Context: an optimization exercise on an open-source flow, tuned for small area, a short achievable clock period and few clock cycles. The choices shown serve that exercise and are no tape-out recipe.
The RTL was checked by simulation tests, not by an equivalence proof against the original design.
Power and IR drop assume default switching activity.

==> inputs of job 1320 <==
==> flow/design.v <==
module mmu_pagewalker (
    input  wire        clk,
    input  wire        rst,
    input  wire        req_valid,
    output reg         req_ready,
    input  wire [1:0]  req_cmd,
    input  wire [15:0] req_wdata,
    input  wire [31:0] req_va,
    input  wire        req_user,
    input  wire        req_write,
    input  wire        req_fetch,
    input  wire        req_suppress,
    input  wire [3:0]  req_atype,
    output reg         rsp_valid,
    output reg  [1:0]  rsp_kind,
    output reg  [31:0] rsp_data,
    output reg         mem_valid,
    output reg         mem_we,
    output reg  [31:0] mem_addr,
    output wire [15:0] mem_wdata,
    input  wire        mem_ready,
    input  wire [31:0] mem_rdata
);
    localparam [1:0] CMD_WRITE  = 2'd0;
    localparam [1:0] CMD_STATUS = 2'd1;
    localparam [1:0] CMD_RESULT = 2'd2;
    localparam [1:0] CMD_XLATE  = 2'd3;
    localparam [1:0] KIND_COMPLETE = 2'd0;
    localparam [1:0] KIND_ABORT    = 2'd1;
    localparam [1:0] KIND_CANCEL   = 2'd2;
    localparam [15:0] ID_BYTE = 16'h001E;
    localparam [3:0] SEL_BPR0 = 4'd0;
    localparam [3:0] SEL_BPR1 = 4'd1;
    localparam [3:0] SEL_PF0  = 4'd4;
    localparam [3:0] SEL_PF1  = 4'd5;
    localparam [3:0] SEL_SC   = 4'd8;
    localparam [3:0] SEL_MSR  = 4'd10;
    localparam [3:0] SEL_BCNT = 4'd11;
    localparam [3:0] SEL_PTB0 = 4'd12;
    localparam [3:0] SEL_PTB1 = 4'd13;
    localparam [3:0] SEL_EIA  = 4'd15;
    localparam [2:0] PE_IDLE      = 3'd0;
    localparam [2:0] PE_AW_OPWORD = 3'd1;
    localparam [2:0] PE_AW_OPNDS  = 3'd2;
    localparam [2:0] PE_VAL_READ  = 3'd3;
    localparam [2:0] PE_VAL_WRITE = 3'd4;
    localparam [2:0] PE_STATUS    = 3'd5;
    localparam [2:0] PE_RESULT    = 3'd6;
    reg [3:0]  bpr0_h, bpr1_h;       
    reg [23:0] bpr0_l, bpr1_l;       
    reg [23:0] pf0, pf1, bcnt;
    reg [31:0] sc;
    reg        msr_te, msr_ed;
    reg [2:0]  msr_tet, msr_est;
    reg [9:0]  msr_hi;               
    reg        ptb0_h, ptb1_h;       
    reg [13:0] ptb0_l, ptb1_l;       
    reg        eia_h;                
    reg [23:0] eia_l;                
    reg        bpr0_v, bpr1_v, pf0_v, pf1_v, bcnt_v;
    wire msr_tu = msr_hi[0];
    wire msr_ts = msr_hi[1];
    wire msr_ds = msr_hi[2];
    wire msr_ao = msr_hi[3];
    wire msr_ft = msr_hi[7];
    reg [2:0]  pe;
    reg [1:0]  subop;       
    reg [3:0]  quick;
    reg        two;         
    reg        half;        
    reg        hasres;      
    reg        snap;        
    reg        arm;         
    reg        pend;        
    reg        tr_p;        
    reg        tr9_p;       
    reg        fault;       
    reg [31:0] opv;         
    reg        lvl;         
    reg        t_w, t_asel, t_sup;
    reg [2:0]  t_pm;        
    reg [2:0]  t_est;
    reg        tb16;        
    reg [15:0] wd;          
    wire idle = req_ready;                  
    wire [23:0] t_va = rsp_data[23:0];
    assign mem_wdata = {wd[15:6], 1'b1, wd[4:0]};
    reg [31:0] reg_rd;
    always @(*) begin
        case (quick)
            SEL_BPR0: reg_rd = bpr0_v ? {bpr0_h, 4'd0, bpr0_l} : 32'd0;
            SEL_BPR1: reg_rd = bpr1_v ? {bpr1_h, 4'd0, bpr1_l} : 32'd0;
            SEL_PF0:  reg_rd = pf0_v ? {8'd0, pf0} : 32'd0;
            SEL_PF1:  reg_rd = pf1_v ? {8'd0, pf1} : 32'd0;
            SEL_SC:   reg_rd = sc;
            SEL_MSR:  reg_rd = {7'd0, msr_hi, 3'd0, msr_est, 1'b0, msr_ed,
                                1'b0, msr_tet, 2'd0, msr_te};
            SEL_BCNT: reg_rd = bcnt_v ? {8'd0, bcnt} : 32'd0;
            SEL_PTB0: reg_rd = {ptb0_h, 7'd0, ptb0_l, 10'd0};
            SEL_PTB1: reg_rd = {ptb1_h, 7'd0, ptb1_l, 10'd0};
            SEL_EIA:  reg_rd = {eia_h, 7'd0, eia_l};
            default:  reg_rd = 32'd0;
        endcase
    end
    wire        req_go  = req_valid && idle;
    wire        wr_now  = req_go && (req_cmd == CMD_WRITE);
    wire        rs_now  = req_go && (req_cmd == CMD_STATUS);
    wire        rr_now  = req_go && (req_cmd == CMD_RESULT);
    wire        tx_now  = req_go && (req_cmd == CMD_XLATE);
    wire [15:0] new_opword = {req_wdata[7:0], req_wdata[15:8]};
    wire [1:0]  new_size   = new_opword[1:0];
    wire [3:0]  new_subop  = new_opword[5:2];
    wire [3:0]  new_quick  = new_opword[10:7];
    wire [31:0] operand  = two ? {req_wdata, opv[15:0]} : {16'd0, req_wdata};
    wire        lmr_now  = wr_now && arm;
    wire        late_sel = (quick != SEL_PTB0) && (quick != SEL_PTB1);
    wire        pe_vc  = (pe == PE_VAL_READ) || (pe == PE_VAL_WRITE);
    wire        x_on   = req_user ? msr_tu : msr_ts;
    wire        x_w    = req_write || (pe == PE_VAL_WRITE);
    wire        x_wl   = x_w || (req_atype == 4'd11);
    wire        x_hi   = req_user && !msr_ao;          
    wire        x_asel = req_user && msr_ds;
    wire [15:0] status_word = {10'd0, fault && (pe == PE_STATUS), 5'd0};
    wire [15:0] result_word = (pe == PE_RESULT) ? (half ? opv[31:16] : opv[15:0]) : 16'd0;
    wire        rd_done = mem_valid && mem_ready && !mem_we;
    wire        wb_done = mem_valid && mem_ready && mem_we;
    reg         e_prot;
    always @(*) begin
        case (mem_rdata[2:1])
            2'd0:    e_prot = t_pm[0];
            2'd1:    e_prot = t_pm[1];
            2'd2:    e_prot = t_pm[2];
            default: e_prot = 1'b0;
        endcase
    end
    wire        e_inv  = !mem_rdata[0];
    wire        e_bad  = e_prot || e_inv;
    wire        l1_wb  = !t_sup && !mem_rdata[5];
    wire        l2_wb  = !t_sup && (!mem_rdata[5] || (t_w && !mem_rdata[6]));
    wire        e_rec  = !t_sup && !pe_vc;            
    always @(posedge clk) begin
        if (rst) begin
            bpr0_v <= 1'b0;  bpr1_v <= 1'b0;
            pf0_v  <= 1'b0;  pf1_v  <= 1'b0;
            bcnt_v <= 1'b0;
            sc     <= 32'd0;
            msr_te <= 1'b0;  msr_tet <= 3'd0; msr_ed <= 1'b0;
            msr_est <= 3'd0; msr_hi <= 10'd0;
            pe     <= PE_IDLE;
            snap   <= 1'b0;
            arm    <= 1'b0;
            pend   <= 1'b0;
            tr_p   <= 1'b0;
            tr9_p  <= 1'b0;
            fault  <= 1'b0;
            rsp_valid <= 1'b0;
            mem_valid <= 1'b0;
            req_ready <= 1'b1;
        end else begin
            rsp_valid <= 1'b0;
            snap      <= 1'b0;
            pend      <= lmr_now && late_sel;
            tr_p      <= tx_now && req_fetch && msr_ft && (req_atype != 4'd9);
            tr9_p     <= tx_now && req_fetch && msr_ft && (req_atype == 4'd9);
            if (tr9_p) begin
                sc    <= {sc[15:0], 16'd1};
                pf1_v <= pf0_v;
                pf0_v <= 1'b1;
            end
            if (tr_p)
                sc <= sc + 32'd1;
            if (pend) begin
                case (quick)
                SEL_BPR0: bpr0_v <= 1'b1;
                SEL_BPR1: bpr1_v <= 1'b1;
                SEL_PF0:  pf0_v  <= 1'b1;
                SEL_PF1:  pf1_v  <= 1'b1;
                SEL_SC:   sc     <= opv;
                SEL_MSR: begin
                    if (opv[1]) begin
                        msr_te  <= 1'b0;
                        msr_tet <= 3'd0;
                        msr_ed  <= 1'b0;
                        msr_est <= 3'd0;
                    end
                end
                SEL_BCNT: bcnt_v <= 1'b1;
                default: ;
                endcase
            end
            if (wr_now) begin
                rsp_valid <= 1'b1;
                case (pe)
                PE_IDLE: begin
                    if (req_wdata == ID_BYTE)
                        pe <= PE_AW_OPWORD;
                end
                PE_AW_OPWORD: begin
                    arm  <= (new_subop == 4'd2) && !new_size[1];
                    snap <= (new_subop == 4'd3);
                    if (new_subop[3:2] == 2'd0 && new_subop[1:0] != 2'd3)
                        pe <= PE_AW_OPNDS;
                    else
                        pe <= PE_STATUS;
                end
                PE_AW_OPNDS: begin
                    arm <= (subop == 2'd2) && two && !half;
                    if (!two || half) begin
                        case (subop)
                        2'd0:    pe <= PE_VAL_READ;
                        2'd1:    pe <= PE_VAL_WRITE;
                        default: pe <= PE_STATUS;
                        endcase
                    end
                end
                default: ;  
                endcase
            end
            if (lmr_now && quick == SEL_MSR)
                msr_hi <= operand[24:15];
            if (rs_now) begin
                rsp_valid <= 1'b1;
                if (pe == PE_STATUS)
                    pe <= hasres ? PE_RESULT : PE_IDLE;
            end
            if (rr_now) begin
                rsp_valid <= 1'b1;
                if (pe == PE_RESULT && (!two || half))
                    pe <= PE_IDLE;
            end
            if (tx_now) begin
                if (!x_on) begin
                    rsp_valid <= 1'b1;
                    if (pe_vc)
                        pe <= PE_STATUS;
                end else begin
                    mem_valid <= 1'b1;
                    req_ready <= 1'b0;
                end
            end
            if (rd_done) begin
                if (e_bad) begin
                    if (e_rec) begin
                        msr_te  <= 1'b1;
                        msr_tet <= {lvl && e_inv, !lvl && e_inv, e_prot};
                        msr_ed  <= !t_w;
                        msr_est <= t_est;
                    end
                    if (pe_vc && (lvl || mem_rdata[0]))
                        fault <= 1'b1;
                end
                if (e_bad || (lvl && !l2_wb)) begin
                    mem_valid <= 1'b0;
                    req_ready <= 1'b1;
                    rsp_valid <= 1'b1;
                    if (pe_vc)
                        pe <= PE_STATUS;
                end
            end
            if (wb_done && lvl) begin
                mem_valid <= 1'b0;
                req_ready <= 1'b1;
                rsp_valid <= 1'b1;
                if (pe_vc)
                    pe <= PE_STATUS;
            end
        end
    end
    always @(posedge clk) begin
        if (snap)
            opv <= reg_rd;
        if (tr9_p) begin
            pf1 <= pf0;
            pf0 <= t_va;
        end
        if (pend) begin
            case (quick)
            SEL_BPR0: begin bpr0_h <= opv[31:28]; bpr0_l <= opv[23:0]; end
            SEL_BPR1: begin bpr1_h <= opv[31:28]; bpr1_l <= opv[23:0]; end
            SEL_PF0:  pf0  <= opv[23:0];
            SEL_PF1:  pf1  <= opv[23:0];
            SEL_BCNT: bcnt <= opv[23:0];
            SEL_EIA:  begin eia_h <= opv[31]; eia_l <= opv[23:0]; end
            default: ;
            endcase
        end
        if (idle) begin
            rsp_data <= req_va;
            rsp_kind <= KIND_COMPLETE;
            t_w      <= x_w;
            t_pm     <= {x_hi && x_wl, x_hi, x_hi || x_wl};
            t_asel   <= x_asel;
            t_sup    <= req_suppress;
            t_est    <= req_atype[2:0];
            lvl      <= 1'b0;
            mem_we   <= 1'b0;
            mem_addr <= {7'd0, x_asel ? ptb1_h : ptb0_h, x_asel ? ptb1_l : ptb0_l,
                         req_va[23:16], 2'b00};
        end
        if (wr_now) begin
            case (pe)
            PE_AW_OPWORD: begin
                subop  <= new_subop[1:0];
                quick  <= new_quick;
                two    <= new_size[1];
                half   <= 1'b0;
                hasres <= (new_subop == 4'd3) && !fault;
            end
            PE_AW_OPNDS: begin
                opv[15:0] <= req_wdata;
                half      <= 1'b1;
            end
            default: ;
            endcase
        end
        if (lmr_now) begin
            case (quick)
            SEL_PTB0: begin ptb0_h <= operand[31]; ptb0_l <= operand[23:10]; end
            SEL_PTB1: begin ptb1_h <= operand[31]; ptb1_l <= operand[23:10]; end
            default: ;
            endcase
            opv <= operand;
        end
        if (rs_now) begin
            rsp_data[15:0] <= status_word;
            if (pe == PE_STATUS)
                half <= 1'b0;
        end
        if (rr_now) begin
            rsp_data[15:0] <= result_word;
            if (pe == PE_RESULT)
                half <= 1'b1;
        end
        if (rd_done) begin
            wd <= {mem_rdata[15:7], mem_rdata[6] | (lvl && t_w), mem_rdata[5:0]};
            if (!lvl) begin
                tb16            <= mem_rdata[16];
                rsp_data[31:24] <= {mem_rdata[23:17], mem_rdata[31]};
                lvl             <= !l1_wb;
                mem_we          <= l1_wb;
                if (!l1_wb)
                    mem_addr <= {7'd0, mem_rdata[31], mem_rdata[23:9], t_va[15:9], 2'b00};
            end else begin
                rsp_data[31:25] <= 7'd0;
                rsp_data[23:16] <= mem_rdata[23:16];
                mem_we          <= l2_wb;
                if (!l2_wb)
                    rsp_data[15:9] <= mem_rdata[15:9];
            end
            if (e_bad) begin
                rsp_kind <= pe_vc ? KIND_CANCEL : KIND_ABORT;
                if (e_rec) begin
                    eia_h <= t_asel;
                    eia_l <= t_va;
                end
            end
        end
        if (wb_done) begin
            mem_we <= 1'b0;
            if (!lvl) begin
                lvl      <= 1'b1;
                mem_addr <= {7'd0, rsp_data[24], rsp_data[31:25], tb16, wd[15:9],
                             t_va[15:9], 2'b00};
            end else begin
                rsp_data[15:9] <= wd[15:9];
            end
        end
    end
endmodule
==> flow/flow/run.sh <==
#!/bin/bash
# The standard layout (standard.sh, all steps), except that the ports are
# buffered with plain buf_2 cells instead of the delay cells buffer_ports picks
# by default. Make's full output goes to std_flow.log in this folder; the
# tools' own logs are under orfs/logs/.
set -euo pipefail
export BUFFER_PORTS_ARGS="-buffer_cell sky130_fd_sc_hd__buf_2"
bash standard.sh > std_flow.log 2>&1
==> flow/standard.sh <==
#!/bin/bash
# synth_recipe.tcl (not shown) runs the flow's synth.tcl, then flattens the netlist and writes it again
# the make line also repeats each setting of config.mk as NAME=value (left out here)
make -C /OpenROAD-flow-scripts/flow DESIGN_CONFIG=/design/flow/config.mk WORK_HOME=/design/flow/orfs CLKGATE_MAP_FILE= SYNTH_SCRIPT=/design/flow/synth_recipe.tcl "${@:-finish}"
==> flow/config.mk <==
export PLATFORM = sky130hd
export DESIGN_NAME = mmu_pagewalker
export DESIGN_NICKNAME = mmu_pagewalker
export VERILOG_FILES = /design/flow/design.v
export SDC_FILE = /design/flow/constraint.sdc
export NUM_CORES = 4
export LEC_CHECK = 0
export CAP_MARGIN = 20
export CORE_MARGIN = 2
export CORE_UTILIZATION = 65
export CTS_CLUSTER_DIAMETER = 150
export CTS_CLUSTER_SIZE = 25
export PLACE_DENSITY = 0.65
export SETUP_SLACK_MARGIN = 5
export SLEW_MARGIN = 20
export TNS_END_PERCENT = 0
==> flow/constraint.sdc <==
create_clock -name core_clock -period 7.0 [get_ports {clk}]
set_input_delay 1.4000 -clock core_clock [delete_from_list [all_inputs] [get_ports {clk}]]
set_output_delay 1.4000 -clock core_clock [all_outputs]
set_load 0.01 [all_outputs]
==> job 3934 (differences from job 1320) <==
--- a/flow/design.v
+++ b/flow/design.v
@@ -271,2 +271,8 @@
             opv <= reg_rd;
+        else if (idle && pe == PE_AW_OPNDS) begin
+            if (!half)
+                opv <= {16'd0, req_wdata};
+            else
+                opv[31:16] <= req_wdata;
+        end
         if (tr9_p) begin
@@ -308,6 +314,3 @@
             end
-            PE_AW_OPNDS: begin
-                opv[15:0] <= req_wdata;
-                half      <= 1'b1;
-            end
+            PE_AW_OPNDS: half <= 1'b1;
             default: ;
@@ -321,3 +324,2 @@
             endcase
-            opv <= operand;
         end
@@ -333,3 +335,3 @@
         end
-        if (rd_done) begin
+        if (mem_valid && !mem_we) begin
             wd <= {mem_rdata[15:7], mem_rdata[6] | (lvl && t_w), mem_rdata[5:0]};
@@ -338,2 +340,6 @@
                 rsp_data[31:24] <= {mem_rdata[23:17], mem_rdata[31]};
+            end
+        end
+        if (rd_done) begin
+            if (!lvl) begin
                 lvl             <= !l1_wb;
==> flow/flow/run.sh (replaced) <==
#!/bin/bash
# The standard layout (standard.sh, all steps), with two changes:
# - the ports are buffered with plain buf_1 cells instead of the delay cells
#   buffer_ports picks by default (the resizer upsizes them where needed);
# - clock tree synthesis gets the same arguments as the standard flow builds
#   from config.mk (sink clusters of 20, at most 120 um across), plus
#   -dont_use_dummy_load, so no load-balancing dummy cells are added.
# Make's full output goes to std_flow.log in this folder; the tools' own logs
# are under orfs/logs/.
set -euo pipefail
export BUFFER_PORTS_ARGS="-buffer_cell sky130_fd_sc_hd__buf_1"
export CTS_ARGS="-sink_clustering_enable -repair_clock_nets -sink_clustering_size 20 -sink_clustering_max_diameter 120 -dont_use_dummy_load"
bash standard.sh > std_flow.log 2>&1
CTS_CLUSTER_DIAMETER = 120   (was 150)
CTS_CLUSTER_SIZE = 20   (was 25)
==> job 2511 (differences from job 1320) <==
--- a/flow/design.v
+++ b/flow/design.v
@@ -309,4 +309,7 @@
             PE_AW_OPNDS: begin
-                opv[15:0] <= req_wdata;
-                half      <= 1'b1;
+                if (!half)
+                    opv <= {16'd0, req_wdata};
+                else
+                    opv[31:16] <= req_wdata;
+                half <= 1'b1;
             end
@@ -321,3 +324,2 @@
             endcase
-            opv <= operand;
         end
@@ -333,3 +335,3 @@
         end
-        if (rd_done) begin
+        if (mem_valid && !mem_we) begin
             wd <= {mem_rdata[15:7], mem_rdata[6] | (lvl && t_w), mem_rdata[5:0]};
@@ -338,2 +340,6 @@
                 rsp_data[31:24] <= {mem_rdata[23:17], mem_rdata[31]};
+            end
+        end
+        if (rd_done) begin
+            if (!lvl) begin
                 lvl             <= !l1_wb;
==> flow/flow/run.sh (replaced) <==
#!/bin/bash
# The standard layout (standard.sh, all steps), except that the ports are
# buffered with plain buf_1 cells instead of the delay cells buffer_ports picks
# by default. Make's full output goes to std_flow.log in this folder; the
# tools' own logs are under orfs/logs/.
set -euo pipefail
export BUFFER_PORTS_ARGS="-buffer_cell sky130_fd_sc_hd__buf_1"
bash standard.sh > std_flow.log 2>&1
==> qor.txt <==
Core ar.: 26700 sq um
Clock Skew: 0.0270 ns
status: no timing/DRC/antenna violations
invs w/o clock: 12
the above is filed under job 2511

==> qor.txt <==
status: no timing/DRC/antenna violations
invs w/o clock: 15
Core ar.: 26700 sq um
Clock Skew: 0.0326 ns
the above is filed under job 1320

==> qor.txt <==
status: no timing/DRC/antenna violations
Core ar.: 26000 sq um
Synth warnings: 1
invs w/o clock: 16
sequential power: 0.00237 W
the above is filed under job 3934

Testbench counts of job 1320, summed over its fixed seeds: cycles 43,154.
Testbench counts of job 3934, summed over its fixed seeds: cycles 43,154.
Testbench counts of job 2511, summed over its fixed seeds: cycles 43,154.

[afterwards: timing with drivers on the ports]
How much do the figures lean on ideal ports? The routed layouts below were timed once more, with nothing changed but the port constraints.
Step 1, drivers: a clkbuf_16 drives clk and a buf_2 each remaining input, both assumed.
Step 2 adds t to the input delays and takes it off the output delays; t is the mean of the earliest and latest rising clock arrival at the registers after step 1. Input paths then give back, and output paths get back, about the clock's delay inside the block.
Slacks: ideal ports / drivers / drivers and shift; pairs: ideal ports / drivers.
run	shift t [ns]	setup WS [ns]	worst hold slack (ns)	latest minus earliest clock arrival (ns)
job 1320	0.579	4.352 / 4.372 / 3.794	0.457 / 0.457 / 0.457	0.033 / 0.033
job 3934	0.573	4.434 / 4.426 / 3.943	0.460 / 0.460 / 0.460	0.052 / 0.052
job 2511	0.576	4.464 / 4.413 / 3.941	0.465 / 0.465 / 0.465	0.029 / 0.028
After both steps setup and hold are still met in every run listed. The setup slack of job 1320, which loses most, moves by +0.020 ns with the drivers and by -0.558 ns with both steps.
